This is an optimization exercise on Yosys and OpenROAD, whose aim is small area, not a production implementation.
The RTL was checked by simulation tests, not by an equivalence proof against the original design.
Power figures rest on the tool's default switching activity, not on a simulated workload.

===== flow/config.mk =====
export PLATFORM = sky130hd
export DESIGN_NAME = permutation_table_rom
export DESIGN_NICKNAME = permutation_table_rom
export VERILOG_FILES = /design/flow/design.v
export SDC_FILE = /design/flow/constraint.sdc
export NUM_CORES = 4
export LEC_CHECK = 0
export CAP_MARGIN = 20
export CORE_MARGIN = 2
export CORE_UTILIZATION = 40
export SLEW_MARGIN = 20

===== flow/constraint.sdc =====
create_clock -name core_clock -period 110.0 [get_ports {clk}]
set_input_delay 22.0000 -clock core_clock [delete_from_list [all_inputs] [get_ports {clk}]]
set_output_delay 22.0000 -clock core_clock [all_outputs]
set_load 0.01 [all_outputs]

===== flow/design.v =====
module permutation_table_rom (
    input  wire        clk,
    input  wire        rst,
    input  wire        host_we,
    input  wire [1:0]  host_addr,
    input  wire [15:0] host_wdata,
    output wire [1:0]  state,
    output wire [1:0]  ecode,
    output wire [63:0] result,
    output wire [15:0] arg_rd,
    output wire [15:0] cmd_rd,
    output wire        mem_req,
    output wire [15:0] mem_addr,
    input  wire        mem_gnt,
    input  wire [7:0]  mem_rdata
);
    localparam [1:0] S_IDLE = 2'd0, S_BUSY = 2'd1, S_DONE = 2'd2, S_ERROR = 2'd3;
    localparam [1:0] A_CK = 2'd0, A_JK = 2'd1, A_FN = 2'd2, A_TL = 2'd3;
    localparam [4:0] P_RD  = 5'd0,  P_M1A = 5'd1,  P_G1  = 5'd2,  P_M1B = 5'd3,
                     P_MOD1= 5'd4,  P_U1  = 5'd5,  P_M2A = 5'd6,  P_G2  = 5'd7,
                     P_M2B = 5'd8,  P_MOD2= 5'd9,  P_U2  = 5'd10, P_H2  = 5'd11,
                     P_JM  = 5'd13, P_J3  = 5'd14,
                     P_JF  = 5'd15, P_JF9 = 5'd16, P_JFX = 5'd18,
                     P_JFG = 5'd19, P_JFM = 5'd20, P_JFE = 5'd21,
                     P_F1  = 5'd22, P_F2  = 5'd23, P_F3  = 5'd24, P_FL  = 5'd25,
                     P_FH  = 5'd26, P_TL  = 5'd27, P_FIN = 5'd28, P_JFR = 5'd29;
    function [33:0] radd;
        input [32:0] x, z;
        input        ci;
        integer j;
        reg c;
        begin
            c = ci;
            for (j = 0; j < 33; j = j + 1) begin
                radd[j] = x[j] ^ z[j] ^ c;
                c = (x[j] & z[j]) | (x[j] & c) | (z[j] & c);
            end
            radd[33] = c;
        end
    endfunction
    function [7:0] tf;
        input [7:0] a;
        reg [33:0] p, q, r;
        begin
            p  = radd({25'd0, a[4:0], 3'd0}, {25'd0, {a[2:0], 5'd0} ^ {a[0], 7'd0}}, 1'b0);
            q  = radd({25'd0, p[7:0]}, {25'd0, ~a}, 1'b0);
            r  = radd({25'd0, q[7:0]}, 33'd14, 1'b0);
            tf = r[7:0];
        end
    endfunction
    function [16:0] red;
        input [17:0] v;
        reg [33:0] d;
        begin
            d   = radd({15'd0, v}, {15'h7fff, ~18'd104851}, 1'b1);
            red = d[18] ? v[16:0] : d[16:0];
        end
    endfunction
    reg [1:0]  st;
    reg        ebusy;
    reg [15:0] arg_q, cmd_q;
    reg [31:0] X, Y, G;
    reg [32:0] A;
    reg [7:0]  B;
    reg [15:0] idx;
    reg [4:0]  ph;
    reg [3:0]  k;
    reg        pass, fc;
    reg [1:0]  asv;
    assign state  = st;
    assign ecode  = (st == S_ERROR) ? (ebusy ? 2'd2 : 2'd1) : 2'd0;
    assign result = {X, Y};
    assign arg_rd = arg_q;
    assign cmd_rd = cmd_q;
    wire [1:0] alg  = cmd_q[1:0];
    wire [1:0] wsel = cmd_q[3:2];
    wire busy   = (st == S_BUSY);
    wire at_end = (idx == arg_q);
    wire rd     = (ph == P_RD);
    assign mem_req  = busy && rd && !at_end;
    assign mem_addr = idx;
    wire go     = mem_gnt && !at_end;       
    wire [15:0] w = host_wdata;
    wire w_hash  = (w[7:5] == 3'd0) && (w[1:0] != 2'd3) && (w[3:2] != 2'd0) && (w[15:8] == 8'd0);
    wire w_tlkup = (w[7:5] == 3'd0) && (w[1:0] == 2'd3) && (w[3:2] == 2'd0) && !w[4];
    wire [7:0]  b = B;
    wire [15:0] u = idx ^ {8'd0, b};
    wire        m1  = (ph == P_M1B);
    wire        sub = (ph == P_M2A);
    wire [33:0] sm = radd({16'd0, m1 ? {idx, 1'b0} : {1'b0, u}},
                          {{25{sub}}, b ^ {8{sub}}}, sub);
    reg  [19:0] mv;
    always @(*) begin
        case (ph)
            P_M1A:   mv = {12'd0, b};
            P_M1B, P_M2A, P_M2B: mv = {{2{sm[17] & sub}}, sm[17:0]};
            P_JM:    mv = 20'd1025;
            P_JF9:   mv = 20'd9;
            P_JFM:   mv = 20'd32769;
            default: mv = 20'd435;
        endcase
    end
    wire [20:0] mvx = {mv, 1'b0};
    wire [2:0]  trip = mvx[{k, 1'b0} +: 3];
    wire booth  = (ph == P_M1A) || (ph == P_M1B) || (ph == P_M2A) || (ph == P_M2B) ||
                  (ph == P_JM) || (ph == P_JF9) || (ph == P_JFM) || (ph == P_FL) || (ph == P_FH);
    wire d_one = booth ? (trip[0] ^ trip[1]) : 1'b1;
    wire d_two = booth && ((trip == 3'b011) || (trip == 3'b100));
    wire modp  = (ph == P_MOD1) || (ph == P_MOD2);
    wire d_neg = booth ? (trip[2] && !(trip[1] && trip[0])) : modp;
    wire        fnb = (alg == A_FN);
    wire [7:0]  bf  = fnb ? b : 8'd0;
    wire [31:0] klo = {bf[0], 12'd0, bf, 11'd0};
    wire [31:0] khi = {3'd0, bf, 14'd0, bf[7:1]};
    wire [31:0] llo = {1'b0, bf, 15'd0, bf};
    wire [31:0] lhi = {13'd0, bf, 11'd0};
    reg  [31:0] opa, mc;
    reg         mc_hi;
    always @(*) begin
        opa = {A[29:0], 2'b00}; mc = G; mc_hi = 1'b0;
        case (ph)
            P_H2:  begin opa = X; mc = Y; end
            P_RD:  begin opa = A[31:0]; mc = {16'd0, arg_q ^ {8'd0, mem_rdata}}; end   
            P_G1, P_G2, P_JF, P_JFG: begin opa = A[31:0]; mc = 32'd0; end         
            P_JFE: begin opa = A[31:0]; mc = 32'd0; end
            P_JFR: begin opa = 32'd0; mc = 32'h1234abcd; end
            P_JFX: begin opa = {11'd0, A[31:11]}; mc = {16'd0, arg_q}; end
            P_J3:  begin opa = {6'd0, A[31:6]}; mc = 32'd0; end
            P_F1:  begin opa = A[31:0]; mc = klo; end
            P_F2:  begin opa = G; mc = khi; end
            P_FL:  begin mc = Y; end
            P_MOD1, P_MOD2: begin opa = {14'd0, A[32:15]}; mc = 32'd104851; end
            P_FH:  begin opa = {G[29:0], asv}; mc = X; mc_hi = 1'b1; end
            default: ;
        endcase
    end
    wire [31:0] mc2 = {mc[30:0], mc_hi & Y[31]};
    wire [31:0] opb = (({32{d_one}} & mc) | ({32{d_two}} & mc2)) ^ {32{d_neg}};
    wire        cin = (ph == P_F2 || ph == P_FH) ? fc : d_neg;
    wire [33:0] sum = radd({1'b0, opa}, {1'b0, opb}, cin);
    wire [31:0] S   = sum[31:0];
    wire        co  = sum[32];
    wire [31:0] h1  = X ^ Y;
    wire [7:0]  bi  = radd({25'd0, b}, {25'd0, idx[7:0]}, 1'b0);
    wire        mix2 = (ph == P_M2A) || (ph == P_U2);
    reg  [7:0]  ta_g, ta_c;
    reg  [3:0]  lane;
    always @(*) begin
        ta_g = 8'd0; ta_c = 8'd0; lane = 4'd0;
        case (ph)
            P_M1A: case (k)
                4'd4: begin ta_g = G[7:0];  ta_c = bi;          lane = 4'b1000; end
                4'd3: begin ta_g = G[15:8]; ta_c = idx[7:0];    lane = 4'b0100; end
                4'd2: begin                 ta_c = bi ^ idx[7:0]; lane = 4'b0001; end
                default: ;
            endcase
            P_M2A: case (k)
                4'd8: begin ta_g = G[7:0];  ta_c = b ^ idx[7:0]; lane = 4'b1000; end
                4'd7: begin ta_g = G[15:8]; ta_c = b;            lane = 4'b0100; end
                4'd6: begin                 ta_c = idx[7:0];     lane = 4'b0001; end
                default: ;
            endcase
            P_U1, P_U2: begin ta_g = A[23:16]; lane = 4'b0010; end
            P_TL: begin ta_c = cmd_q[15:8]; lane = 4'b0001; end
            default: ;
        endcase
    end
    wire [7:0]  tv = tf(ta_g ^ ta_c);
    wire [31:0] tl = {lane[3] ? tv : 8'd0, lane[2] ? tv : 8'd0, lane[1] ? tv : 8'd0, lane[0] ? tv : 8'd0};
    wire ylane = mix2 || (ph == P_TL);
    wire xlane = !ylane && (lane != 4'd0);
    wire [16:0] r1   = S[31] ? A[31:15] : S[16:0];
    wire [16:0] r2   = red({r1, A[14]});
    wire [32:0] amod = {r2, A[13:0], 2'b00};
    wire [15:0] f16 = h1[31:16] ^ h1[15:0];
    reg [31:0] xi, yi;
    always @(*) begin
        xi = 32'd0; yi = 32'd0;
        if (busy) ;
        else if (w[4]) begin
            if (w[1:0] == A_JK)
                case (w[3:2])
                    2'd1:    yi = 32'h0000_3c29;
                    2'd2:    yi = 32'h3b9a_ca07;
                    default: begin xi = 32'h0de0_b6b3; yi = 32'ha764_0003; end
                endcase
        end else if (w[1:0] == A_CK) begin
            xi = 32'hfab1c0e1; yi = 32'hca140be5;
        end
    end
    wire last_k = (k == 4'd0);
    wire [15:0] idx1 = radd({17'd0, idx}, 33'd0, 1'b1);
    reg [1:0] xs;    
    reg [1:0] rxs;   
    reg [1:0] ys;    
    reg [1:0] rys;   
    reg [1:0] qs;    
    reg [2:0] as;    
    reg       akeep;
    reg [1:0] gs;    
    reg       sgn;
    always @(*) begin
        xs = 2'd0; rxs = 2'd0;
        ys = 2'd0; rys = 2'd0; qs = 2'd2;
        as = 3'd0; akeep = 1'b0; gs = 2'd0;
        sgn = h1[31];
        if (xlane) begin xs = 2'd1; rxs = 2'd1; qs = 2'd1; end
        if (ylane) begin ys = 2'd1; rys = 2'd1; qs = 2'd1; end
        case (ph)
            P_RD: if (go) begin
                case (alg)
                    A_CK: begin gs = 2'd1; qs = 2'd0; xs = 2'd1; rxs = 2'd2; as = 3'd3; end
                    A_JK: begin gs = 2'd1; as = 3'd3; end
                    default: ;
                endcase
            end else if (at_end && alg == A_FN) begin
            end
            P_M1A, P_M1B, P_M2A, P_M2B, P_JM, P_JF9, P_JFM: as = 3'd1;
            P_G1, P_G2, P_JF, P_JFG: begin gs = 2'd1; as = 3'd3; end
            P_MOD1, P_MOD2: as = 3'd2;
            P_H2: begin gs = 2'd1; as = 3'd3; ys = 2'd1; rys = 2'd2; end
            P_J3, P_JFX, P_JFR: begin as = 3'd1; akeep = 1'b1; end
            P_JFE: begin
                if (pass) begin ys = 2'd1; rys = 2'd0; end
                else begin
                    xs = 2'd1; rxs = 2'd0;
                    ys = 2'd2;
                end
            end
            P_F1: begin ys = 2'd1; rys = 2'd0; end
            P_F2: begin xs = 2'd1; rxs = 2'd0; end
            P_F3: begin gs = 2'd3; as = 3'd4; end
            P_FL: as = 3'd1;
            P_FH: gs = 2'd1;
            P_FIN: begin
                case (wsel)
                    2'd1:    begin xs = 2'd3; ys = 2'd3; sgn = f16[15]; end
                    2'd3:    ;
                    default: begin xs = 2'd3; ys = 2'd1; rys = 2'd0; qs = 2'd0; end
                endcase
            end
            default: ;
        endcase
    end
    reg [31:0] rx, ry, q0;
    always @(*) begin
        case (rxs)
            2'd0: rx = 32'd0;
            2'd1: rx = X;
            default: rx = {X[24:0], X[31:25]};
        endcase
        case (rys)
            2'd0: ry = 32'd0;
            2'd1: ry = Y;
            default: ry = {Y[22:0], Y[31:23]};
        endcase
        case (qs)
            2'd0: q0 = h1;
            2'd1: q0 = tl;
            default: q0 = S;
        endcase
    end
    wire [31:0] Q = q0 ^ ((ph == P_F1) ? llo : (ph == P_F2) ? lhi : 32'd0);
    wire [32:0] ainit = (fnb && !busy) ? 33'h084222325 : 33'd0;
    always @(posedge clk) begin
        if (rst) begin
            st    <= S_IDLE;
            ebusy <= 1'b0;
            arg_q <= 16'd0;
            cmd_q <= 16'd0;
        end else if (busy) begin
            if (host_we && !host_addr[1]) begin
                st    <= S_ERROR;
                ebusy <= 1'b1;
            end else begin
                case (xs)
                    2'd1: X <= rx ^ Q;
                    2'd2: X <= xi;
                    2'd3: X <= {32{sgn}};
                    default: ;
                endcase
                case (ys)
                    2'd1: Y <= ry ^ Q;
                    2'd2: Y <= yi;
                    2'd3: Y <= {{16{f16[15]}}, f16};
                    default: ;
                endcase
                case (as)
                    3'd1: A <= {1'b0, A[31:0] & {32{akeep}}} ^ {1'b0, S};
                    3'd2: A <= amod;
                    3'd3: A <= ainit;
                    3'd4: A <= {1'b0, Y[1:0], 30'd0};
                    default: ;
                endcase
                case (gs)
                    2'd1: G <= Q;
                    2'd3: G <= {X[1:0], Y[31:2]};
                    default: ;
                endcase
                if (ph == P_FL) begin asv <= A[31:30]; fc <= co; end
                if (ph == P_F1) fc <= co;
                case (ph)
                    P_RD: begin
                        if (at_end) begin
                            if (alg == A_FN) begin
                                B    <= 8'd0;            
                                ph   <= P_F1;
                                pass <= 1'b1;
                            end else
                                ph <= (alg == A_JK) ? P_JF : P_FIN;
                        end else if (mem_gnt) begin
                            B <= mem_rdata;
                            case (alg)
                                A_CK: begin k <= 4'd4; ph <= P_M1A; end
                                A_JK: begin k <= 4'd5; ph <= P_JM; end
                                default: ph <= P_F1;
                            endcase
                        end
                    end
                    P_M1A, P_M1B, P_M2A, P_M2B, P_JM, P_JF9, P_JFM: begin
                        k <= k - 4'd1;
                        if (last_k) begin
                            case (ph)
                                P_M1A: ph <= P_G1;
                                P_M1B: begin ph <= P_MOD1; k <= 4'd7; end
                                P_M2A: ph <= P_G2;
                                P_M2B: begin ph <= P_MOD2; k <= 4'd7; end
                                P_JM:  ph <= P_J3;
                                P_JF9: ph <= P_JFX;
                                default: ph <= P_JFE;
                            endcase
                        end
                    end
                    P_G1: begin k <= 4'd9; ph <= P_M1B; end
                    P_G2: begin k <= 4'd8; ph <= P_M2B; end
                    P_MOD1, P_MOD2: begin
                        k <= k - 4'd1;
                        if (last_k) ph <= (ph == P_MOD1) ? P_U1 : P_U2;
                    end
                    P_U1: ph <= P_H2;
                    P_H2: begin k <= 4'd8; ph <= P_M2A; end
                    P_U2: begin idx <= idx1; ph <= P_RD; end
                    P_TL: ph <= P_FIN;
                    P_JFR: begin idx <= 16'd0; pass <= 1'b1; ph <= P_RD; end
                    P_J3: begin idx <= idx1; ph <= P_RD; end
                    P_JF: begin k <= 4'd2; ph <= P_JF9; end
                    P_JFX: ph <= P_JFG;
                    P_JFG: begin k <= 4'd8; ph <= P_JFM; end
                    P_JFE: begin
                        if (pass) st <= S_DONE;
                        else if (wsel == 2'd3 && arg_q != 16'd0) ph <= P_JFR; else if (wsel == 2'd3) st <= S_DONE;
                        else ph <= P_FIN;
                    end
                    P_F1: ph <= P_F2;
                    P_F2: ph <= pass ? P_FIN : P_F3;
                    P_F3: begin k <= 4'd4; ph <= P_FL; end
                    P_FL: ph <= P_FH;
                    P_FH: begin
                        k <= k - 4'd1;
                        if (last_k) begin idx <= idx1; ph <= P_RD; end
                        else ph <= P_FL;
                    end
                    default: st <= S_DONE;    
                endcase
            end
        end else if (st != S_ERROR && host_we) begin
            if (host_addr == 2'd0) begin
                arg_q <= host_wdata;
            end else if (host_addr == 2'd1) begin
                cmd_q <= w;
                if (!(w_hash || w_tlkup)) begin
                    st    <= S_ERROR;
                    ebusy <= 1'b0;
                end else begin
                    X <= xi;
                    Y <= yi;
                    if (w[4]) st <= S_DONE;
                    else begin
                        idx  <= 16'd0;
                        pass <= 1'b0;
                        ph   <= w_tlkup ? P_TL : P_RD;
                        A    <= (w[1:0] == A_FN) ? 33'h084222325 : 33'd0;
                        G    <= 32'hcbf29ce4;
                        st   <= S_BUSY;
                    end
                end
            end
        end
    end
endmodule

===== flow/flow/run.sh =====
#!/bin/bash
set -euo pipefail
export BUFFER_PORTS_ARGS="-buffer_cell sky130_fd_sc_hd__buf_1"
export CTS_ARGS="-sink_clustering_enable -repair_clock_nets -dont_use_dummy_load"
bash standard.sh > standard_flow.log 2>&1

===== flow/standard.sh =====
#!/bin/bash
# synth_recipe.tcl (not shown) runs the flow's synth.tcl, then flattens the netlist and writes it again
# the make line also repeats each setting of config.mk as NAME=value (left out here)
make -C /OpenROAD-flow-scripts/flow DESIGN_CONFIG=/design/flow/config.mk WORK_HOME=/design/flow/orfs CLKGATE_MAP_FILE= SYNTH_SCRIPT=/design/flow/synth_recipe.tcl "${@:-finish}"

==> results.env, run 1 <==
HOLD_PATH.CLASS='flop to flop'
IO_PINS=147
NETLIST_AREA_MM2=0.0199
TOTALNEGATIVESETUPSLACK_PS=0
SYNTH_CELL_TYPES=88
WORSTHOLDENDPOINT='cmd_q[6]$_SDFFE_PP0P_'
SYNTH_SIMPLE_GATE_AREA_SHARE_PCT=17.4
GRT_MAX_DEGREE=66
SLOWEST_STAGE='nor2_4'
FIRST_GLOBAL_VIAS=19400
REG2REG_TO='A[30]$_SDFFCE_PN0P_'
DETAIL_ROUTE.WL_PER_CELL_UM=31.3
FMAX_GHz=0.0238
CAP_VIOLATIONS=0
ROUTE.DETAILED.VIAS_PER_INST=6.93
CP.REQUIRED_PS=110300
POSTSYNTHNETCOUNT=2553
FINAL.SETUP_SKEW_PS=28.3
WORST_SETUP_PATH_START_KIND='input pin'
SYNTH_FLOP_CELL='edfxtp_1'
RELSLEWSLACK_PCT=16.8
YS_FF_LATCH=201
ROOT_BUFFER_CELL='clkbuf_16'
ASYNCSETRESETFLOPFRACSYNTH_PCT=0
IO_BUF_COUNT=146
POST-ROUTE-PERIOD-UTIL_PCT=38.2
FINAL-INSTANCE-COUNT-EXCL-FILL=3102
PWR-SHARE-COMB_PCT=22.1
WORST-R2R-SETUP-SLACK_PS=80270
SETUP_VIOL=0
TRITONCTS='done'
SYNTH-ADDER-AREA-SHARE_PCT=9.28
INITIAL_CORE_UTIL_PCT=40.7
MAX-VDD-IR-DROP_V=0.0000107
CTS_HTREE_LEVELS=1
SYNTH_COMPOUND_AREA_SHARE_PCT=26.8
POST-CTS-SETUP-BUFFER-COUNT=0
TIMING_HOLD_VIOLATIONS_FINAL=0
CORE_AREA_MM2=0.0491
SYN-INSTANCE-COUNT=2405
MAXSLEWVIOLCOUNT=0
SYNTH_EDF_COUNT=166
YS_WARN_COUNT=1
CTS.SINK_COUNT=201
CRITPATHMAXSTAGEDELAY_PS=540
SWITCHING_POWER_uW=68.3
POST-PLACE-CELLS=3076
NUM_ANTENNA_CELLS=0
CTS_RESIZED=0
ANTENNA_VIOLATION_NET_COUNT_AFTER_DETAILED_ROUTING=0
MAXIMUM_CLOCK_INSERTION_BUFFER_COUNT=3
WORST-R2R-CELL-COUNT=97
GRT_ANTENNA_BEFORE_REPAIR=1
TRITONCTS.NUM_BUFFERS=25
DIE_H_UM=227
SEQUENTIAL_AREA_SHARE_AFTER_SYNTHESIS_PCT=28.5
DOMINANT_COMBINATIONAL_CELL_FAMILY_BY_AREA_AFTER_SYNTHESIS='compound AO/OA/AOI/OAI gates'
POWER.DENSITY_mW_PER_MM2=9.57
DR.FIRST_ITER.DRC_COUNT=3887
PWR-SHARE-CLK_PCT=35.3
DESIGN.DIE.AREA_MM2=0.0517
ROUTE.VIAS.TOTAL=21500
CTS_STAGE_HOLD_BUFFER_COUNT=0
FIRST_PASS_ITERS=12
TIGHTEST_SLEW_PS=1250
TIMING.SETUP.CRITICAL_PATH_CLASS='input pin to flop'
POST-DP-HPWL_MM=70.3
WORST-PATH-MAX-FANOUT=19
STD_CELL_ROWS=81
GRT.OVERFLOW.TOTAL=0
GRT_SETUP_UNREPAIRED='false'
REGTOREGSTARTPOINT='ph[2]$_SDFFCE_PN0P_'
SWITCHING_SHARE_PCT=32.8
FINALWIRELENGTH_MM=97.1
CLK_TRANSITION_REPORTED_PATHS_PS=60
CP.ARRIVAL_PS=42300
CLK-INSERTION-DELAY-LATE_PS=570
OUTCOME='timing/DRC/antenna clean'
FINAL_NETS=2588
SHARE_SEQ_OF_TOTAL_POWER_PCT=42.5
POST_ROUTE_CELLS_DRIVE_ABOVE_1_SHARE_PCT=5.95
SYNTH.AREA.MUX_SHARE_PCT=2.41
POWER_LEAKAGE_uW=0.00747
GLOBALROUTETOTALUTIL_PCT=36.5
WORST_SETUP_PATH_END_KIND='flop'
WORST_PATH_MOST_REPEATED_CELL='fa_1'
CELL_INTERNAL_PWR_uW=140
AREA_SHARE_OF_XOR_XNOR_CELLS_IN_THE_SYNTHESIZED_DESIGN_PCT=10.3
GRT_PASS1_WL_MM=138
POSTSYNTHAREAPERCELL_UM2=8.29
FLOW.AREA_GROWTH_FROM_SYNTHESIS_PCT=9.03
PERIOD_MINUS_SLACK_PS=42010
GP_CONGESTION=1.05
HOLD_PATH_DEPTH=2
MIN_FROM='cmd_q[6]$_SDFFE_PP0P_'
DIE_X_UM=227
POST-ROUTE-DRC-COUNT=0
-- registers in the layout (all words and copies together) (netlist names), 4 cells and up --
| name | cells |
|---|---|
| A | 33 |
| G | 32 |
| X | 32 |
| Y | 32 |
| arg_q | 16 |
| cmd_q | 16 |
| idx | 16 |
| B | 8 |
| ph | 5 |
| k | 4 |
-- cells in the mapped netlist (10+ instances only) --
master	n	area (µm²)
inv_1	69	259
nand2_1	324	1220
o211ai_1	20	150
a221oi_1	23	201
a41oi_1	12	105
a222oi_1	69	691
edfxtp_1	166	4980
nor2_1	193	724
o221ai_1	25	219
nand2b_1	11	68.8
nand3_1	31	155
dfxtp_1	35	701
nor3_1	35	175
a22o_1	10	87.6
a32oi_1	24	210
xnor2_1	134	1170
a31oi_1	34	213
and2_1	34	213
clkbuf_1	166	623
o22ai_1	17	106
o21ai_1	13	65.1
buf_1	16	60.1
nand4_1	14	87.6
a211oi_1	18	135
mux2i_1	38	380
nor2b_1	18	113
nor4_1	12	75.1
o21ai_0	180	901
a22oi_1	95	713
buf_2	12	60.1
a21oi_1	155	776
ha_1	68	851
fa_1	50	1000
xor2_1	99	867
-- stage by stage --
stage / total power, µW / util (%) / setup slack, ps / hold WS, ps / instance area [µm²]
CTS: 205 / 44.3 / 67780 / 462 / 21700
global placement: 133 / 43.0 / 67430 / 447 / 21100
global route: 212 / 44.3 / 67180 / 480 / 21700
finish: 208 / 44.3 / 67990 / 460 / 21700
detailed placement: 134 / 43.0 / 67320 / 455 / 21100
floorplan: 116 / - / 68270 / 463 / 19900
-- cell usage in the layout (no fill, tap or decap), drive strengths merged, types with 14 or more instances in the layout --
master,instances
a211oi,18
a21oi,155
a221oi,24
a222oi,69
a22oi,95
a31oi,34
a32oi,24
and2,37
buf,205
clkbuf,25
dfxtp,35
edfxtp,166
fa,50
ha,68
inv,70
mux2i,38
nand2,326
nand3,31
nand4,14
nor2,193
nor2b,18
nor3,35
o211ai,20
o21ai,194
o221ai,25
o22ai,17
xnor2,134
xor2,99
-- kinds of logic (layout without fill, tap and decap cells) --
family,after synthesis,after routing
muxes,47,47
and+or+nand+nor,755,755
DFF,201,201
AOI/OAI and AO/OA,781,781
buffers and inverters,269,302
xor gates and xnor gates,234,234
adders and majority gates,118,118
-- power groups by stage --
stage               clock, µW  sequential, µW  combinational [µW]
floorplan                   0            87.9                28.4
global placement            0            89.8                43.1
detailed placement          0            89.8                43.8
CTS                      73.0            88.2                44.1
global route             75.7            88.4                48.3
finish                   73.6            88.6                46.0
-- how the worst max path moves through the flow --
stage | from | end | slack, ps | cells after the start
after global routing | mem_rdata[0] | A[30]$_SDFFCE_PN0P_ | 67180 | 72
after CTS | mem_rdata[0] | A[30]$_SDFFCE_PN0P_ | 67780 | 72
final | mem_rdata[0] | A[30]$_SDFFCE_PN0P_ | 67990 | 72
after floorplan | mem_rdata[0] | A[22]$_SDFFCE_PN0P_ | 68270 | 71
after detailed placement | mem_rdata[0] | A[31]$_DFFE_PP_ | 67320 | 72
after global placement | mem_rdata[0] | A[31]$_DFFE_PP_ | 67430 | 72
-- layer usage --
layer,global-route usage [%],wire (µm),vias to the layer above
li1,-,-,9027
met1,51.4,37900,10300
met2,52.0,39600,1790
met3,9.14,13700,338
met4,17.9,5820,2
met5,0,13,-
-- layout make-up --
class | instances | area (µm²)
Inverter | 72 | 270
Clock buffer | 25 | 626
Fill cell | 4929 | 27300
Sequential cell | 201 | 5690
Tap cell | 664 | 831
Multi-Input combinational cell | 1935 | 13300
Timing Repair Buffer | 205 | 1010
-- worst max-delay path, delay by kind of cell --
kind                     cells  cell delay (ps)
adder cells (fa/ha/maj)     48            16790
buffers and inverters       14             1210
AND/OR/NAND/NOR              4              880
AO/OA/AOI/OAI                3              740
multiplexers                 2              550
XOR/XNOR                     1              120
==> run 2, diff against run 1 <==
--- a/flow/design.v
+++ b/flow/design.v
@@ -264,2 +264,30 @@
     wire [32:0] ainit = (fnb && !busy) ? 33'h084222325 : 33'd0;
+    wire cmdw  = !busy && (st != S_ERROR) && host_we && (host_addr == 2'd1) && (w_hash || w_tlkup);
+    wire abort = busy && host_we && !host_addr[1];
+    wire run   = busy && !abort;
+    wire x_x = run && (xs == 2'd1), x_c = (run && (xs == 2'd2)) || cmdw, x_s = run && (xs == 2'd3);
+    wire x_h = !(x_x || x_c || x_s);
+    wire y_x = run && (ys == 2'd1), y_c = (run && (ys == 2'd2)) || cmdw, y_f = run && (ys == 2'd3);
+    wire y_h = !(y_x || y_c || y_f);
+    wire g_q = run && (gs == 2'd1), g_f = run && (gs == 2'd3), g_c = cmdw && !w[4];
+    wire g_h = !(g_q || g_f || g_c);
+    wire a_s = run && (as == 3'd1), a_m = run && (as == 3'd2), a_c = (run && (as == 3'd3)) || (cmdw && !w[4]);
+    wire a_f = run && (as == 3'd4);
+    wire a_h = !(a_s || a_m || a_c || a_f);
+    wire [32:0] ainit_c = (busy ? fnb : (w[1:0] == A_FN)) ? 33'h084222325 : 33'd0;
+    wire [31:0] xn = ({32{x_x}} & (rx ^ Q)) | ({32{x_c}} & xi) | ({32{x_s}} & {32{sgn}}) | ({32{x_h}} & X);
+    wire [31:0] yn = ({32{y_x}} & (ry ^ Q)) | ({32{y_c}} & yi) | ({32{y_f}} & {{16{f16[15]}}, f16}) | ({32{y_h}} & Y);
+    wire [31:0] gn = ({32{g_q}} & Q) | ({32{g_f}} & {X[1:0], Y[31:2]}) | ({32{g_c}} & 32'hcbf29ce4) | ({32{g_h}} & G);
+    wire [32:0] an = ({33{a_s}} & ({1'b0, A[31:0] & {32{akeep}}} ^ {1'b0, S})) | ({33{a_m}} & amod) |
+                     ({33{a_c}} & ainit_c) | ({33{a_f}} & {1'b0, Y[1:0], 30'd0}) | ({33{a_h}} & A);
+    wire i_c = cmdw || (run && ph == P_JFR);
+    wire i_n = run && ((ph == P_U2) || (ph == P_J3) || (ph == P_FH && last_k));
+    wire [15:0] idxn = ({16{i_n}} & idx1) | ({16{!(i_c || i_n)}} & idx);
+    always @(posedge clk) begin
+        idx <= idxn;
+        X <= xn;
+        Y <= yn;
+        G <= gn;
+        A <= an;
+    end
     always @(posedge clk) begin
@@ -275,26 +303,2 @@
             end else begin
-                case (xs)
-                    2'd1: X <= rx ^ Q;
-                    2'd2: X <= xi;
-                    2'd3: X <= {32{sgn}};
-                    default: ;
-                endcase
-                case (ys)
-                    2'd1: Y <= ry ^ Q;
-                    2'd2: Y <= yi;
-                    2'd3: Y <= {{16{f16[15]}}, f16};
-                    default: ;
-                endcase
-                case (as)
-                    3'd1: A <= {1'b0, A[31:0] & {32{akeep}}} ^ {1'b0, S};
-                    3'd2: A <= amod;
-                    3'd3: A <= ainit;
-                    3'd4: A <= {1'b0, Y[1:0], 30'd0};
-                    default: ;
-                endcase
-                case (gs)
-                    2'd1: G <= Q;
-                    2'd3: G <= {X[1:0], Y[31:2]};
-                    default: ;
-                endcase
                 if (ph == P_FL) begin asv <= A[31:30]; fc <= co; end
@@ -341,6 +345,6 @@
                     P_H2: begin k <= 4'd8; ph <= P_M2A; end
-                    P_U2: begin idx <= idx1; ph <= P_RD; end
+                    P_U2: ph <= P_RD;
                     P_TL: ph <= P_FIN;
-                    P_JFR: begin idx <= 16'd0; pass <= 1'b1; ph <= P_RD; end
-                    P_J3: begin idx <= idx1; ph <= P_RD; end
+                    P_JFR: begin pass <= 1'b1; ph <= P_RD; end
+                    P_J3: ph <= P_RD;
                     P_JF: begin k <= 4'd2; ph <= P_JF9; end
@@ -359,3 +363,3 @@
                         k <= k - 4'd1;
-                        if (last_k) begin idx <= idx1; ph <= P_RD; end
+                        if (last_k) ph <= P_RD;
                         else ph <= P_FL;
@@ -374,11 +378,6 @@
                 end else begin
-                    X <= xi;
-                    Y <= yi;
                     if (w[4]) st <= S_DONE;
                     else begin
-                        idx  <= 16'd0;
                         pass <= 1'b0;
                         ph   <= w_tlkup ? P_TL : P_RD;
-                        A    <= (w[1:0] == A_FN) ? 33'h084222325 : 33'd0;
-                        G    <= 32'hcbf29ce4;
                         st   <= S_BUSY;
==> flow/flow/run.sh (replaced) <==
#!/bin/bash
set -euo pipefail
export BUFFER_PORTS_ARGS="-buffer_cell sky130_fd_sc_hd__buf_1"
export CTS_ARGS="-sink_clustering_enable -repair_clock_nets -dont_use_dummy_load -buf_list sky130_fd_sc_hd__clkbuf_4"
bash standard.sh > standard_flow.log 2>&1
--- a/flow/config.mk
+++ b/flow/config.mk
@@ -9,3 +9,4 @@
 export CORE_MARGIN = 2
-export CORE_UTILIZATION = 40
+export CORE_UTILIZATION = 35
+export PLACE_DENSITY = 0.5
 export SLEW_MARGIN = 20
==> results.env, run 2 <==
POSTSYNTHAREAPERCELL_UM2=7.80  # was 8.29 µm²
DETAIL_ROUTE.WL_PER_CELL_UM=31.9  # was 31.3 µm
DIE_X_UM=239  # was 227 µm
IO_BUF_COUNT=146  # unchanged
POSTSYNTHNETCOUNT=2617  # was 2553
FIRST_PASS_ITERS=12  # unchanged
SEQUENTIAL_AREA_SHARE_AFTER_SYNTHESIS_PCT=21.9  # was 28.5%
CTS.SINK_COUNT=201  # unchanged
MET3_USAGE_PCT=10.6  # was 9.14%
POST-DP-HPWL_MM=75.4  # was 70.3 mm
REPORT.POWER.TOTAL_uW=344  # was 208 µW
YS_WARN_COUNT=1  # unchanged
WORST-PATH-MAX-FANOUT=19  # unchanged
SYNTHTOPCELLSBYAREA='dfxtp_1 (19%), nand2_1 (6.3%), xnor2_1 (5.8%), fa_1 (5.2%), a22oi_1 (4.2%)'  # was edfxtp_1 (25%), nand2_1 (6.1%), xnor2_1 (5.9%), fa_1 (5.0%), o21ai_0 (4.5%)
SHARE_SEQ_OF_TOTAL_POWER_PCT=36.2  # was 42.5%
MAXIMUM_CLOCK_INSERTION_BUFFER_COUNT=3  # unchanged
REGMOSTFLOPS='A'  # unchanged
CTS_HTREE_LEVELS=2  # was 1
ROUTE.DETAILED.VIAS_PER_INST=6.80  # was 6.93
CLK-INSERTION-DELAY-LATE_PS=900  # was 570 ps
LAYOUT.CELLS.MOST_COMMON='nand2_1'  # unchanged
PERIOD_MINUS_SLACK_PS=42680  # was 42010 ps
CLK_TRANSITION_REPORTED_PATHS_PS=70  # was 60 ps
ROUTE.VIAS.TOTAL=22000  # was 21500
POST-SYNTH-TOP-AREA-CELL='dfxtp_1'  # was edfxtp_1
PLACEMENT.CELL_AREA_MM2=0.0206  # was 0.0211 mm²
SYNTH_TOP_AREA_SHARE_PCT=18.7  # was 25.0%
HOLD_PATH.CLASS='flop to flop'  # unchanged
MAXSLEWVIOLCOUNT=0  # unchanged
TIGHTEST_SLEW_PS=1160  # was 1250 ps
SYNTH_EDF_COUNT=21  # was 166
STD_CELL_ROWS=86  # was 81
FMAX_GHz=0.0234  # was 0.0238 GHz
FINAL.SETUP_SKEW_PS=154  # was 28.3 ps
SLOWEST_STAGE='a211oi_2'  # was nor2_4
GRT_BUSIEST_LAYER='met2'  # unchanged
FINAL-INSTANCE-COUNT-EXCL-FILL=3242  # was 3102
YS_FF_LATCH=201  # unchanged
POST_ROUTE_CELLS_DRIVE_ABOVE_1_SHARE_PCT=8.76  # was 5.95%
CTS_RESIZED=0  # unchanged
POST-ROUTE-DRC-COUNT=0  # unchanged
WORST_PATH_MOST_REPEATED_CELL='fa_1'  # unchanged
LARGEST_REGISTER_FF_COUNT=33  # unchanged
POST-CTS-SETUP-BUFFER-COUNT=0  # unchanged
SETUP_VIOL=0  # unchanged
DESIGN.DIE.AREA_MM2=0.0570  # was 0.0517 mm²
IO_PINS=147  # unchanged
CRITPATHMAXSTAGEDELAY_PS=700  # was 540 ps
GRT_MAX_DEGREE=68  # was 66
TIMING_HOLD_VIOLATIONS_FINAL=0  # unchanged
WORST_SETUP_PATH_END_KIND='flop'  # unchanged
WORST_CASE_SETUP_MARGIN_IN_THE_FINAL_LAYOUT_PS=67320  # was 67990 ps
TOTALNEGATIVESETUPSLACK_PS=0  # unchanged
DESIGN_AREA_MM2=0.0211  # was 0.0217 mm²
PWR-SHARE-CLK_PCT=17.1  # was 35.3%
GLOBALROUTETOTALUTIL_PCT=35.3  # was 36.5%
ROOT_BUFFER_CELL='clkbuf_4'  # was clkbuf_16
GP_CONGESTION=0.993  # was 1.05
DETAILEDPLACE.WORSTSLACK_PS=66590  # was 67320 ps
GLOBALROUTEMET2UTIL_PCT=51.3  # was 52.0%
MAX-VDD-IR-DROP_V=0.0000101  # was 0.0000107 V
CAP_VIOLATIONS=0  # unchanged
CP.ARRIVAL_PS=43340  # was 42300 ps
USE_MET1_PCT=47.5  # was 51.4%
POWER_LEAKAGE_uW=0.00777  # was 0.00747 µW
SWITCHING_POWER_uW=171  # was 68.3 µW
GRT_PASS1_WL_MM=148  # was 138 mm
CORE_AREA_MM2=0.0548  # was 0.0491 mm²
FIRST_GLOBAL_VIAS=20900  # was 19400
POST-PLACE-CELLS=3178  # was 3076
INITIAL_CORE_UTIL_PCT=35.2  # was 40.7%
CP.REQUIRED_PS=110650  # was 110300 ps
TRITONCTS.NUM_BUFFERS=60  # was 25
GRT_ANTENNA_BEFORE_REPAIR=5  # was 1
WORST_SETUP_PATH_START_KIND='input pin'  # unchanged
SYNTH_CELL_TYPES=94  # was 88
POWER.DENSITY_mW_PER_MM2=16.4  # was 9.57 mW/mm²
FLOW.AREA_GROWTH_FROM_SYNTHESIS_PCT=9.12  # was 9.03%
NETLIST_AREA_MM2=0.0193  # was 0.0199 mm²
POST-ROUTE-PERIOD-UTIL_PCT=38.8  # was 38.2%
DR.FIRST_ITER.DRC_COUNT=3498  # was 3887
DIE_H_UM=239  # was 227 µm
GRT_SETUP_UNREPAIRED='false'  # unchanged
NETLIST_TOP_CELLS_COUNT='nand2_1 (323), dfxtp_1 (180), clkbuf_1 (172), a21oi_1 (159), o21ai_0 (159)'  # was nand2_1 (324), nor2_1 (193), o21ai_0 (180), clkbuf_1 (166), edfxtp_1 (166)
TIMING.SETUP.CRITICAL_PATH_CLASS='input pin to flop'  # unchanged
FINAL_NETS=2679  # was 2588
FINAL_CELL_MIX='nand2_1 (322), dfxtp_1 (180), o21ai_0 (159), a21oi_1 (152), nor2_1 (151)'  # was nand2_1 (324), nor2_1 (186), o21ai_0 (180), edfxtp_1 (166), a21oi_1 (152)
SYN-INSTANCE-COUNT=2474  # was 2405
CTS_STAGE_HOLD_BUFFER_COUNT=0  # unchanged
ANTENNA_VIOLATION_NET_COUNT_AFTER_DETAILED_ROUTING=0  # unchanged
ASYNCSETRESETFLOPFRACSYNTH_PCT=0  # unchanged
SWITCHING_SHARE_PCT=49.7  # was 32.8%
POST-SYNTH-TOP-COUNT-CELL='nand2_1'  # unchanged
GRT.OVERFLOW.TOTAL=0  # unchanged
PWR-SHARE-COMB_PCT=46.7  # was 22.1%
OUTCOME='timing/DRC/antenna clean'  # unchanged
TRITONCTS='done'  # unchanged
RELSLEWSLACK_PCT=22.2  # was 16.8%
FINALWIRELENGTH_MM=104  # was 97.1 mm
FILL_COUNT=5746  # was 4929
CELL_INTERNAL_PWR_uW=173  # was 140 µW
SYNTH_FLOP_CELL='dfxtp_1'  # was edfxtp_1
run 2: cell type report:
class	instances	area [µm²]	share of cell area, %
Inverter	71	267	1.27
Clock buffer	60	450	2.14
Sequential cell	201	4230	20.1
Tap cell	704	881	4.18
Timing Repair Buffer	238	1240	5.89
Multi-Input combinational cell	1964	14000	66.4
Antenna cell	4	10.0	0.0476
run 2: final timing paths:
check / from / end / slack, ps / cells past startpoint
setup reg to reg: ph[0]$_DFFE_PP_ / A[31]$_DFF_P_ / 80080 / 92
setup / recovery: mem_rdata[0] / A[31]$_DFF_P_ / 67320 / 72
hold / removal: cmd_q[7]$_SDFFE_PP0P_ / cmd_q[7]$_SDFFE_PP0P_ / 460 / 2
hold reg to reg: cmd_q[7]$_SDFFE_PP0P_ / cmd_q[7]$_SDFFE_PP0P_ / 460 / 2
run 2: cell families (layout without fill, tap and decap cells):
logic type | count (synthesis) | count (layout) | synth area share [%]
xor gates and xnor gates | 215 | 215 | 9.87
adders and majority gates | 114 | 114 | 9.33
AOI/OAI and AO/OA | 867 | 867 | 32.8
other | 0 | 4 | 0
DFF | 201 | 201 | 21.9
buffers and inverters | 309 | 369 | 6.40
and+or+nand+nor | 727 | 727 | 17.5
muxes | 41 | 41 | 2.21
run 2: routing by layer:
layer / routed length (µm) / part of all wire, % / vias up
li1: - / - / 9434
met1: 41000 / 40 / 10700
met2: 43400 / 42 / 1580
met4: 5290 / 5.1 / 4
met5: 18 / 0.017 / -
met3: 13800 / 13 / 312
run 2: power by group through the flow:
stage | clock network [µW] | registers [µW] | logic, µW
global route | 62.7 | 124 | 170
CTS | 59.5 | 122 | 155
global placement | 0 | 123 | 152
finish | 58.8 | 125 | 161
detailed placement | 0 | 123 | 153
floorplan | 0 | 106 | 96.9
run 2: worst max-delay path: cells and delay by family:
family                   cells  cell delay [ps]
AO/OA/AOI/OAI                5             1510
XOR/XNOR                     1              210
adder cells (fa/ha/maj)     47            17210
buffers and inverters       13             1380
multiplexers                 2              520
AND/OR/NAND/NOR              4              430
run 2: per-stage QoR:
stage | utilization [%] | hold WS (ps)
6_report | 38.4 | 457
5_1_grt | 38.4 | 488
4_1_cts | 38.4 | 461
3_5_place_dp | 37.6 | 451
3_3_place_gp | 37.6 | 445
2_1_floorplan | - | 424
==> run 3, diff against run 2 <==
--- a/flow/design.v
+++ b/flow/design.v
@@ -18,10 +18,12 @@
     localparam [1:0] A_CK = 2'd0, A_JK = 2'd1, A_FN = 2'd2, A_TL = 2'd3;
-    localparam [4:0] P_RD  = 5'd0,  P_M1A = 5'd1,  P_G1  = 5'd2,  P_M1B = 5'd3,
-                     P_MOD1= 5'd4,  P_U1  = 5'd5,  P_M2A = 5'd6,  P_G2  = 5'd7,
-                     P_M2B = 5'd8,  P_MOD2= 5'd9,  P_U2  = 5'd10, P_H2  = 5'd11,
-                     P_JM  = 5'd13, P_J3  = 5'd14,
-                     P_JF  = 5'd15, P_JF9 = 5'd16, P_JFX = 5'd18,
-                     P_JFG = 5'd19, P_JFM = 5'd20, P_JFE = 5'd21,
-                     P_F1  = 5'd22, P_F2  = 5'd23, P_F3  = 5'd24, P_FL  = 5'd25,
-                     P_FH  = 5'd26, P_TL  = 5'd27, P_FIN = 5'd28, P_JFR = 5'd29;
+    localparam [5:0] P_RD  = 6'd0,  P_M1A = 6'd1,  P_G1  = 6'd2,  P_M1B = 6'd3,
+                     P_MOD1= 6'd4,  P_U1  = 6'd5,  P_M2A = 6'd6,  P_G2  = 6'd7,
+                     P_M2B = 6'd8,  P_MOD2= 6'd9,  P_U2  = 6'd10, P_H2  = 6'd11,
+                     P_JM  = 6'd13, P_J3  = 6'd14,
+                     P_JF  = 6'd15, P_JF9 = 6'd16, P_JFX = 6'd18,
+                     P_JFG = 6'd19, P_JFM = 6'd20, P_JFE = 6'd21,
+                     P_F1  = 6'd22, P_F2  = 6'd23, P_F3  = 6'd24, P_FL  = 6'd25,
+                     P_FH  = 6'd26, P_TL  = 6'd27, P_FIN = 6'd28, P_JFR = 6'd29,
+                     P_J4  = 6'd12, P_JX0 = 6'd17, P_JS  = 6'd30, P_SW1 = 6'd31,
+                     P_SW2 = 6'd32, P_SW3 = 6'd33;
     function [33:0] radd;
@@ -65,3 +67,3 @@
     reg [15:0] idx;
-    reg [4:0]  ph;
+    reg [5:0]  ph;
     reg [3:0]  k;
@@ -89,3 +91,4 @@
     wire        sub = (ph == P_M2A);
-    wire [33:0] sm = radd({16'd0, m1 ? {idx, 1'b0} : {1'b0, u}},
+    wire        m1a = (ph == P_M1A);
+    wire [33:0] sm = radd({16'd0, m1 ? {idx, 1'b0} : m1a ? {1'b0, idx} : {1'b0, u}},
                           {{25{sub}}, b ^ {8{sub}}}, sub);
@@ -116,2 +119,3 @@
     wire [31:0] lhi = {13'd0, bf, 11'd0};
+    wire [31:0] jkw = {16'd0, arg_q ^ {8'd0, mem_rdata & {8{rd}}}};
     reg  [31:0] opa, mc;
@@ -122,8 +126,8 @@
             P_H2:  begin opa = X; mc = Y; end
-            P_RD:  begin opa = A[31:0]; mc = {16'd0, arg_q ^ {8'd0, mem_rdata}}; end   
-            P_G1, P_G2, P_JF, P_JFG: begin opa = A[31:0]; mc = 32'd0; end         
-            P_JFE: begin opa = A[31:0]; mc = 32'd0; end
+            P_RD:  begin opa = X; mc = jkw; end   
+            P_G1, P_G2, P_JFE, P_J3, P_JX0: begin opa = A[31:0]; mc = 32'd0; end    
+            P_JF, P_JFG, P_JS: begin opa = X; mc = 32'd0; end                      
             P_JFR: begin opa = 32'd0; mc = 32'h1234abcd; end
-            P_JFX: begin opa = {11'd0, A[31:11]}; mc = {16'd0, arg_q}; end
-            P_J3:  begin opa = {6'd0, A[31:6]}; mc = 32'd0; end
+            P_JFX: begin opa = {11'd0, X[31:11]}; mc = jkw; end
+            P_J4:  begin opa = {6'd0, X[31:6]}; mc = 32'd0; end
             P_F1:  begin opa = A[31:0]; mc = klo; end
@@ -143,3 +147,3 @@
     wire [31:0] h1  = X ^ Y;
-    wire [7:0]  bi  = radd({25'd0, b}, {25'd0, idx[7:0]}, 1'b0);
+    wire [7:0]  bi  = sm[7:0];    
     wire        mix2 = (ph == P_M2A) || (ph == P_U2);
@@ -198,3 +202,2 @@
     reg [2:0] as;    
-    reg       akeep;
     reg [1:0] gs;    
@@ -204,3 +207,3 @@
         ys = 2'd0; rys = 2'd0; qs = 2'd2;
-        as = 3'd0; akeep = 1'b0; gs = 2'd0;
+        as = 3'd0; gs = 2'd0;
         sgn = h1[31];
@@ -221,9 +224,9 @@
             P_H2: begin gs = 2'd1; as = 3'd3; ys = 2'd1; rys = 2'd2; end
-            P_J3, P_JFX, P_JFR: begin as = 3'd1; akeep = 1'b1; end
+            P_J3, P_JX0: begin xs = 2'd1; rxs = 2'd0; end
+            P_J4, P_JFX, P_JFR: begin xs = 2'd1; rxs = 2'd1; end
+            P_JS, P_SW1, P_SW3: begin ys = 2'd1; rys = 2'd0; if (ph != P_JS) qs = 2'd0; end
+            P_SW2: begin xs = 2'd1; rxs = 2'd0; qs = 2'd0; end
             P_JFE: begin
-                if (pass) begin ys = 2'd1; rys = 2'd0; end
-                else begin
-                    xs = 2'd1; rxs = 2'd0;
-                    ys = 2'd2;
-                end
+                xs = 2'd1; rxs = 2'd0;
+                if (!pass) ys = 2'd2;
             end
@@ -280,6 +283,6 @@
     wire [31:0] gn = ({32{g_q}} & Q) | ({32{g_f}} & {X[1:0], Y[31:2]}) | ({32{g_c}} & 32'hcbf29ce4) | ({32{g_h}} & G);
-    wire [32:0] an = ({33{a_s}} & ({1'b0, A[31:0] & {32{akeep}}} ^ {1'b0, S})) | ({33{a_m}} & amod) |
+    wire [32:0] an = ({33{a_s}} & {1'b0, S}) | ({33{a_m}} & amod) |
                      ({33{a_c}} & ainit_c) | ({33{a_f}} & {1'b0, Y[1:0], 30'd0}) | ({33{a_h}} & A);
     wire i_c = cmdw || (run && ph == P_JFR);
-    wire i_n = run && ((ph == P_U2) || (ph == P_J3) || (ph == P_FH && last_k));
+    wire i_n = run && ((ph == P_U2) || (ph == P_J4) || (ph == P_FH && last_k));
     wire [15:0] idxn = ({16{i_n}} & idx1) | ({16{!(i_c || i_n)}} & idx);
@@ -332,3 +335,3 @@
                                 P_JM:  ph <= P_J3;
-                                P_JF9: ph <= P_JFX;
+                                P_JF9: ph <= P_JX0;
                                 default: ph <= P_JFE;
@@ -348,3 +351,9 @@
                     P_JFR: begin pass <= 1'b1; ph <= P_RD; end
-                    P_J3: ph <= P_RD;
+                    P_J3: ph <= P_J4;
+                    P_J4: ph <= P_RD;
+                    P_JX0: ph <= P_JFX;
+                    P_JS: ph <= P_JFR;
+                    P_SW1: ph <= P_SW2;
+                    P_SW2: ph <= P_SW3;
+                    P_SW3: st <= S_DONE;
                     P_JF: begin k <= 4'd2; ph <= P_JF9; end
@@ -353,4 +362,4 @@
                     P_JFE: begin
-                        if (pass) st <= S_DONE;
-                        else if (wsel == 2'd3 && arg_q != 16'd0) ph <= P_JFR; else if (wsel == 2'd3) st <= S_DONE;
+                        if (pass) ph <= P_SW1;
+                        else if (wsel == 2'd3 && arg_q != 16'd0) ph <= P_JS; else if (wsel == 2'd3) st <= S_DONE;
                         else ph <= P_FIN;
==> results.env, run 3 <==
CLK-INSERTION-DELAY-LATE_PS=850  # was 900 ps
OUTCOME='timing/DRC/antenna clean'  # unchanged
CORE_AREA_MM2=0.0536  # was 0.0548 mm²
POST-SYNTH-TOP-AREA-CELL='dfxtp_1'  # unchanged
MAXSLEWVIOLCOUNT=0  # unchanged
POST-CTS-SETUP-BUFFER-COUNT=0  # unchanged
SYNTHTOPCELLSBYAREA='dfxtp_1 (19%), a221o_1 (6.9%), nand2_1 (5.6%), fa_1 (5.5%), a22oi_1 (4.6%)'  # was dfxtp_1 (19%), nand2_1 (6.3%), xnor2_1 (5.8%), fa_1 (5.2%), a22oi_1 (4.2%)
POST-SYNTH-TOP-COUNT-CELL='nand2_1'  # unchanged
NETLIST_TOP_CELLS_COUNT='nand2_1 (280), dfxtp_1 (180), clkbuf_1 (167), a21oi_1 (136), o21ai_0 (135)'  # was nand2_1 (323), dfxtp_1 (180), clkbuf_1 (172), a21oi_1 (159), o21ai_0 (159)
FIRST_GLOBAL_VIAS=19700  # was 20900
WORST_SETUP_PATH_END_KIND='flop'  # unchanged
IO_BUF_COUNT=146  # unchanged
ROUTE.VIAS.TOTAL=21300  # was 22000
CP.REQUIRED_PS=110690  # was 110650 ps
FMAX_GHz=0.0238  # was 0.0234 GHz
POST-ROUTE-DRC-COUNT=0  # unchanged
MAX-VDD-IR-DROP_V=0.00000716  # was 0.0000101 V
WORST_PATH_MOST_REPEATED_CELL='fa_1'  # unchanged
DR.FIRST_ITER.DRC_COUNT=3443  # was 3498
POWER.DENSITY_mW_PER_MM2=10.4  # was 16.4 mW/mm²
GRT_ANTENNA_BEFORE_REPAIR=6  # was 5
SYNTH_TOP_AREA_SHARE_PCT=19.1  # was 18.7%
ANTENNA_VIOLATION_NET_COUNT_AFTER_DETAILED_ROUTING=0  # unchanged
SYNTH_CELL_TYPES=100  # was 94
FINAL-INSTANCE-COUNT-EXCL-FILL=3083  # was 3242
POSTSYNTHNETCOUNT=2469  # was 2617
SYNTH_FLOP_CELL='dfxtp_1'  # unchanged
FINALWIRELENGTH_MM=102  # was 104 mm
DESIGN.DIE.AREA_MM2=0.0558  # was 0.0570 mm²
CP.ARRIVAL_PS=42760  # was 43340 ps
CRITPATHMAXSTAGEDELAY_PS=570  # was 700 ps
ASYNCSETRESETFLOPFRACSYNTH_PCT=0  # unchanged
POSTSYNTHAREAPERCELL_UM2=8.08  # was 7.80 µm²
TRITONCTS.NUM_BUFFERS=61  # was 60
WORST_SETUP_PATH_START_KIND='input pin'  # unchanged
FINAL_NETS=2521  # was 2679
PERIOD_MINUS_SLACK_PS=42070  # was 42680 ps
CTS_RESIZED=0  # unchanged
ROUTE.DETAILED.VIAS_PER_INST=6.90  # was 6.80
FINAL.SETUP_SKEW_PS=61.5  # was 154 ps
CTS.SINK_COUNT=202  # was 201
SETUP_VIOL=0  # unchanged
GLOBALROUTETOTALUTIL_PCT=35.3  # about the same
CTS_STAGE_HOLD_BUFFER_COUNT=0  # unchanged
FILL_COUNT=5658  # was 5746
GRT_PASS1_WL_MM=144  # was 148 mm
FIRST_PASS_ITERS=8  # was 12
POST-PLACE-CELLS=3018  # was 3178
SYNTH_EDF_COUNT=22  # was 21
HOLD_PATH.CLASS='flop to flop'  # unchanged
YS_WARN_COUNT=1  # unchanged
TIMING_HOLD_VIOLATIONS_FINAL=0  # unchanged
GRT.OVERFLOW.TOTAL=0  # unchanged
YS_FF_LATCH=202  # was 201
INITIAL_CORE_UTIL_PCT=35.2  # about the same
GP_CONGESTION=1.02  # was 0.993
TRITONCTS='done'  # unchanged
MAXIMUM_CLOCK_INSERTION_BUFFER_COUNT=3  # unchanged
POST_ROUTE_CELLS_DRIVE_ABOVE_1_SHARE_PCT=9.06  # was 8.76%
TIMING.SETUP.CRITICAL_PATH_CLASS='input pin to flop'  # unchanged
REPORT.POWER.TOTAL_uW=213  # was 344 µW
WORST-PATH-MAX-FANOUT=19  # unchanged
FLOW.AREA_GROWTH_FROM_SYNTHESIS_PCT=8.46  # was 9.12%
SYN-INSTANCE-COUNT=2335  # was 2474
TOTALNEGATIVESETUPSLACK_PS=0  # unchanged
DIE_H_UM=236  # was 239 µm
POWER_LEAKAGE_uW=0.00758  # was 0.00777 µW
IO_PINS=147  # unchanged
SEQUENTIAL_AREA_SHARE_AFTER_SYNTHESIS_PCT=22.6  # was 21.9%
CAP_VIOLATIONS=0  # unchanged
ROOT_BUFFER_CELL='clkbuf_4'  # unchanged
STD_CELL_ROWS=85  # was 86
FINAL_CELL_MIX='nand2_1 (280), dfxtp_1 (180), buf_1 (145), a21oi_1 (135), o21ai_0 (134)'  # was nand2_1 (322), dfxtp_1 (180), o21ai_0 (159), a21oi_1 (152), nor2_1 (151)
POST-DP-HPWL_MM=74.2  # was 75.4 mm
NETLIST_AREA_MM2=0.0189  # was 0.0193 mm²
POST-ROUTE-PERIOD-UTIL_PCT=38.2  # was 38.8%
SLOWEST_STAGE='fa_1'  # was a211oi_2
TIGHTEST_SLEW_PS=1350  # was 1160 ps
CTS_HTREE_LEVELS=2  # unchanged
GRT_MAX_DEGREE=61  # was 68
CLK_TRANSITION_REPORTED_PATHS_PS=60  # was 70 ps
RELSLEWSLACK_PCT=10.1  # was 22.2%
LAYOUT.CELLS.MOST_COMMON='nand2_1'  # unchanged
LARGEST_REGISTER_FF_COUNT=33  # unchanged
REGMOSTFLOPS='A'  # unchanged
GRT_SETUP_UNREPAIRED='false'  # unchanged
DIE_X_UM=236  # was 239 µm
DETAIL_ROUTE.WL_PER_CELL_UM=33.1  # was 31.9 µm
[run 3: changes by cell type after synthesis, sizes merged, moves of 22 or more]
| cell | change |
|---|---|
| a222oi | -43 |
| a21oi | -22 |
| nand2 | -40 |
| xnor2 | -33 |
| a32oi | -22 |
| nor2 | -52 |
| a221o | +83 |
[run 3: worst paths after layout]
kind,end,cells after the start,start,slack (ps)
worst max-delay path,A[17]$_DFF_P_,70,mem_rdata[0],67930
worst max register to register,A[17]$_DFF_P_,97,ph[4]$_DFFE_PP_,79760
worst min register to register,cmd_q[4]$_SDFFE_PP0P_,2,cmd_q[4]$_SDFFE_PP0P_,460
worst min-delay path,cmd_q[4]$_SDFFE_PP0P_,2,cmd_q[4]$_SDFFE_PP0P_,460
[run 3: cell type report]
| type | count | area (µm²) | area share [%] |
|---|---|---|---|
| diodes | 2 | 5.00 | 0.0245 |
| clock buffers | 61 | 458 | 2.24 |
| inverters | 51 | 191 | 0.935 |
| multi-input cells | 1844 | 13500 | 66.0 |
| flip-flops and latches | 202 | 4260 | 20.8 |
| well taps | 696 | 871 | 4.25 |
| repair buffers | 227 | 1160 | 5.69 |
[run 3: through the flow]
step / hold WS [ps] / utilization (%) / cell area (µm²) / setup WS [ps]
after global placement: 448 / 37.3 / 20000 / 67010
final: 461 / 38.2 / 20500 / 67930
after global routing: 482 / 38.2 / 20500 / 67240
after detailed placement: 450 / 37.3 / 20000 / 66990
after CTS: 461 / 38.1 / 20400 / 67730
after floorplan: 426 / - / 18900 / 67800
[run 3: per-layer routing]
| metal | vias to the layer above | part of all wire (%) | track usage [%] |
|---|---|---|---|
| met5 | - | 0.052 | 0 |
| met4 | 8 | 5.5 | 17.1 |
| met3 | 315 | 13 | 11.2 |
| met2 | 1571 | 41 | 51.0 |
| met1 | 10400 | 40 | 47.1 |
| li1 | 8954 | - | - |
[run 3: logic make-up after synthesis]
family	after synthesis	synth area share, %
xor gates and xnor gates	186	8.79
AOI/OAI and AO/OA	869	34.2
and+or+nand+nor	650	17.0
DFF	202	22.6
adders and majority gates	104	8.96
buffers and inverters	289	6.39
muxes	35	2.06
[run 3: critical path, delay by kind of cell]
kind | cells | cell delay [ps]
mux | 2 | 650
simple gates | 4 | 410
buf+inv | 12 | 1210
fa+ha+maj | 47 | 17300
xor+xnor | 1 | 160
compound gates | 4 | 1060
[run 3: where the power goes]
part           leakage (µW)  internal (µW)  switching [µW]  total (µW)
logic               0.00563           22.1            39.7        61.8
clock network      0.000281           24.7            33.3        58.0
registers           0.00167           79.7            13.7        93.4
==> run 4, diff against run 3 <==
--- a/flow/flow/run.sh
+++ b/flow/flow/run.sh
@@ -4,2 +4,3 @@
 export CTS_ARGS="-sink_clustering_enable -repair_clock_nets -dont_use_dummy_load -buf_list sky130_fd_sc_hd__clkbuf_4"
+export GPL_KEEP_OVERFLOW=0
 bash standard.sh > standard_flow.log 2>&1
--- a/flow/config.mk
+++ b/flow/config.mk
@@ -9,4 +9,4 @@
 export CORE_MARGIN = 2
-export CORE_UTILIZATION = 35
-export PLACE_DENSITY = 0.5
+export CORE_UTILIZATION = 40
+export PLACE_DENSITY = 0.6
 export SLEW_MARGIN = 20
==> results.env, run 4 <==
CORE_AREA_MM2=0.0466  # was 0.0536 mm²
DIE_H_UM=221  # was 236 µm
DETAILEDPLACE.WORSTSLACK_PS=66440  # was 66990 ps
CAP_VIOLATIONS=0  # unchanged
POST-DP-HPWL_MM=74.0  # was 74.2 mm
SETUP_VIOL=0  # unchanged
CRITPATHMAXSTAGEDELAY_PS=1280  # was 570 ps
GLOBALROUTETOTALUTIL_PCT=39.3  # was 35.3%
SYNTHTOPCELLSBYAREA='dfxtp_1 (19%), a221o_1 (6.9%), nand2_1 (5.6%), fa_1 (5.5%), a22oi_1 (4.6%)'  # unchanged
POST-CTS-SETUP-BUFFER-COUNT=0  # unchanged
OUTCOME='timing/DRC/antenna clean'  # unchanged
FINAL_NETS=2493  # was 2521
GRT_PASS1_WL_MM=142  # was 144 mm
POST-ROUTE-PERIOD-UTIL_PCT=39.0  # was 38.2%
SYNTH_COMPOUND_AREA_SHARE_PCT=34.2  # unchanged
CTS.SINK_COUNT=202  # unchanged
CTS_STAGE_HOLD_BUFFER_COUNT=0  # unchanged
CTS_HTREE_LEVELS=3  # was 2
POSTSYNTHAREAPERCELL_UM2=8.08  # unchanged
YS_FF_LATCH=202  # unchanged
MET3_USAGE_PCT=12.9  # was 11.2%
USE_MET1_PCT=54.6  # was 47.1%
SYNTH_FLOP_CELL='dfxtp_1'  # unchanged
CP.REQUIRED_PS=110660  # was 110690 ps
FINALWIRELENGTH_MM=100  # was 102 mm
SYNTH.AREA.MUX_SHARE_PCT=2.06  # unchanged
TRITONCTS.NUM_BUFFERS=66  # was 61
WORST-PATH-MAX-FANOUT=20  # was 19
FINAL.SETUP_SKEW_PS=94.4  # was 61.5 ps
POWER_LEAKAGE_uW=0.00756  # was 0.00758 µW
GLOBALROUTEMET2UTIL_PCT=53.7  # was 51.0%
WORST_SETUP_PATH_END_KIND='flop'  # unchanged
SYNTH_TOP_AREA_SHARE_PCT=19.1  # unchanged
ROUTE.VIAS.TOTAL=21600  # was 21300
HOLD_PATH.CLASS='flop to flop'  # unchanged
LAYOUT.CELLS.MOST_COMMON='nand2_1'  # unchanged
SLOWEST_STAGE='fa_1'  # unchanged
POST_ROUTE_CELLS_DRIVE_ABOVE_1_SHARE_PCT=8.40  # was 9.06%
TIMING.SETUP.CRITICAL_PATH_CLASS='input pin to flop'  # unchanged
DOMINANT_COMBINATIONAL_CELL_FAMILY_BY_AREA_AFTER_SYNTHESIS='compound AO/OA/AOI/OAI gates'  # unchanged
FINAL_CELL_MIX='nand2_1 (280), dfxtp_1 (180), buf_1 (145), a21oi_1 (135), o21ai_0 (134)'  # unchanged
DESIGN.DIE.AREA_MM2=0.0489  # was 0.0558 mm²
WORST_SETUP_PATH_START_KIND='input pin'  # unchanged
SYNTH_CELL_TYPES=100  # unchanged
ROOT_BUFFER_CELL='clkbuf_4'  # unchanged
NETLIST_TOP_CELLS_COUNT='nand2_1 (280), dfxtp_1 (180), clkbuf_1 (167), a21oi_1 (136), o21ai_0 (135)'  # unchanged
REGMOSTFLOPS='A'  # unchanged
MAXSLEWVIOLCOUNT=0  # unchanged
FIRST_GLOBAL_VIAS=19600  # was 19700
MAX-VDD-IR-DROP_V=0.00000810  # was 0.00000716 V
AREA_SHARE_OF_XOR_XNOR_CELLS_IN_THE_SYNTHESIZED_DESIGN_PCT=8.79  # unchanged
POST-SYNTH-TOP-COUNT-CELL='nand2_1'  # unchanged
TIGHTEST_SLEW_PS=1310  # was 1350 ps
SYNTH_EDF_COUNT=22  # unchanged
GRT.OVERFLOW.TOTAL=0  # unchanged
MAXIMUM_CLOCK_INSERTION_BUFFER_COUNT=3  # unchanged
ANTENNA_VIOLATION_NET_COUNT_AFTER_DETAILED_ROUTING=0  # unchanged
NETLIST_AREA_MM2=0.0189  # unchanged
DR.FIRST_ITER.DRC_COUNT=3587  # was 3443
IO_BUF_COUNT=146  # unchanged
POST-ROUTE-DRC-COUNT=0  # unchanged
FIRST_PASS_ITERS=10  # was 8
GRT_ANTENNA_BEFORE_REPAIR=7  # was 6
SEQUENTIAL_AREA_SHARE_AFTER_SYNTHESIS_PCT=22.6  # unchanged
FLOW.AREA_GROWTH_FROM_SYNTHESIS_PCT=8.87  # was 8.46%
GP_CONGESTION=1.04  # was 1.02
GRT_SETUP_UNREPAIRED='false'  # unchanged
ASYNCSETRESETFLOPFRACSYNTH_PCT=0  # unchanged
CLK_TRANSITION_REPORTED_PATHS_PS=50  # was 60 ps
TOTALNEGATIVESETUPSLACK_PS=0  # unchanged
FMAX_GHz=0.0233  # was 0.0238 GHz
IO_PINS=147  # unchanged
INITIAL_CORE_UTIL_PCT=40.5  # was 35.2%
GRT_BUSIEST_LAYER='met1'  # was met2
LARGEST_REGISTER_FF_COUNT=33  # unchanged
SYN-INSTANCE-COUNT=2335  # unchanged
WORST_PATH_MOST_REPEATED_CELL='fa_1'  # unchanged
CLK-INSERTION-DELAY-LATE_PS=840  # was 850 ps
POSTSYNTHNETCOUNT=2469  # unchanged
FILL_COUNT=4653  # was 5658
ROUTE.DETAILED.VIAS_PER_INST=7.26  # was 6.90
GRT_MAX_DEGREE=66  # was 61
CTS_RESIZED=0  # unchanged
DETAIL_ROUTE.WL_PER_CELL_UM=33.8  # was 33.1 µm
DIE_X_UM=221  # was 236 µm
SYNTH-ADDER-AREA-SHARE_PCT=8.96  # unchanged
RELSLEWSLACK_PCT=11.5  # was 10.1%
CP.ARRIVAL_PS=43620  # was 42760 ps
YS_WARN_COUNT=1  # unchanged
TRITONCTS='done'  # unchanged
SYNTH_SIMPLE_GATE_AREA_SHARE_PCT=17.0  # unchanged
STD_CELL_ROWS=79  # was 85
PERIOD_MINUS_SLACK_PS=42950  # was 42070 ps
TIMING_HOLD_VIOLATIONS_FINAL=0  # unchanged
POWER.DENSITY_mW_PER_MM2=10.5  # was 10.4 mW/mm²
WORST_CASE_SETUP_MARGIN_IN_THE_FINAL_LAYOUT_PS=67050  # was 67930 ps
POST-SYNTH-TOP-AREA-CELL='dfxtp_1'  # unchanged
## run 4: cell counts after synthesis
No cell type changed its count.
## run 4: metrics by stage
| step | instances | hold slack, ps | instance area [µm²] | utilization (%) | total power, µW |
|---|---|---|---|---|---|
| 2_1_floorplan | 2335 | 426 | 18900 | - | 122 |
| 3_3_place_gp | 2850 | 448 | 19200 | 41.2 | 148 |
| 3_5_place_dp | 2897 | 448 | 20000 | 43.0 | 150 |
| 4_1_cts | 2963 | 456 | 20500 | 44.0 | 212 |
| 5_1_grt | 2969 | 485 | 20500 | 44.1 | 221 |
| 6_report | 2970 | 452 | 20500 | 44.1 | 217 |
## run 4: layout make-up
class / count / area (µm²) / area share [%]
timing repair buffer: 194 / 1220 / 5.94
tap: 607 / 759 / 3.70
clock buffer: 66 / 495 / 2.41
antenna: 6 / 15.0 / 0.0731
sequential: 202 / 4260 / 20.8
multi-input combinational: 1844 / 13600 / 66.2
inverter: 51 / 191 / 0.932
## run 4: final timing paths
kind / start / end / slack [ps] / cells past startpoint
min reg2reg: cmd_q[7]$_SDFFE_PP0P_ / cmd_q[7]$_SDFFE_PP0P_ / 450 / 2
min: cmd_q[7]$_SDFFE_PP0P_ / cmd_q[7]$_SDFFE_PP0P_ / 450 / 2
max: mem_rdata[0] / A[17]$_DFF_P_ / 67050 / 71
max reg2reg: ph[2]$_SDFFCE_PN0P_ / A[17]$_DFF_P_ / 78160 / 100
## run 4: cell families after synthesis
logic type      Yosys count
compound gates          869
xor+xnor                186
fa+ha+maj               104
buf+inv                 289
flops                   202
mux                      35
simple gates            650
## run 4: worst max-delay path: cells and delay by family
family                     cells  cell delay, ps
AOI/OAI and AO/OA              4            1140
xor gates and xnor gates       1             160
adders and majority gates     48           18110
buffers and inverters         12            1000
muxes                          2             790
and+or+nand+nor                4             410
## run 4: report_power, final
| part | leakage (µW) | total (µW) | switching (µW) | internal, µW |
|---|---|---|---|---|
| Combinational | 0.00559 | 54.0 | 33.1 | 20.9 |
| Clock | 0.000304 | 63.2 | 36.1 | 27.1 |
| Sequential | 0.00167 | 99.4 | 19.7 | 79.7 |
## run 4: per-layer routing
metal / part of all wire [%] / vias up / routed length, µm
li1: - / 8908 / -
met1: 40 / 10400 / 39800
met2: 40 / 1841 / 39700
met3: 15 / 385 / 14700
met4: 6.1 / 2 / 6070
met5: 0.017 / - / 17

==> separate check: timing with driven ports <==
The results above use ideal ports. As a check the final layouts listed here were re-extracted and re-timed, cells and wires unchanged.
Step 1 assumes that a clkbuf_16 drives the clock port and a buf_2 every other input.
Step 2 adds t to the input delays and takes it off the output delays; t is the mean of the earliest and latest rising clock arrival at the registers after step 1. Input paths then give back, and output paths get back, about the clock's delay inside the block.
a / b / c = ideal / step 1 / step 2; a / b = the first two.
| run | t, ns | setup slack, ns | worst setup path after step 2 |
|---|---|---|---|
| run 1 | 0.613 | 67.995 / 68.029 / 67.417 | input to register |
| run 2 | 0.887 | 67.318 / 67.358 / 66.472 | input to register |
| run 3 | 0.875 | 67.931 / 67.965 / 67.091 | input to register |
| run 4 | 0.851 | 67.045 / 67.077 / 66.226 | input to register |
After both steps every run listed still meets setup and hold. The setup slack of run 2, which loses most, moves by +0.040 ns with the drivers and by -0.846 ns with both steps.
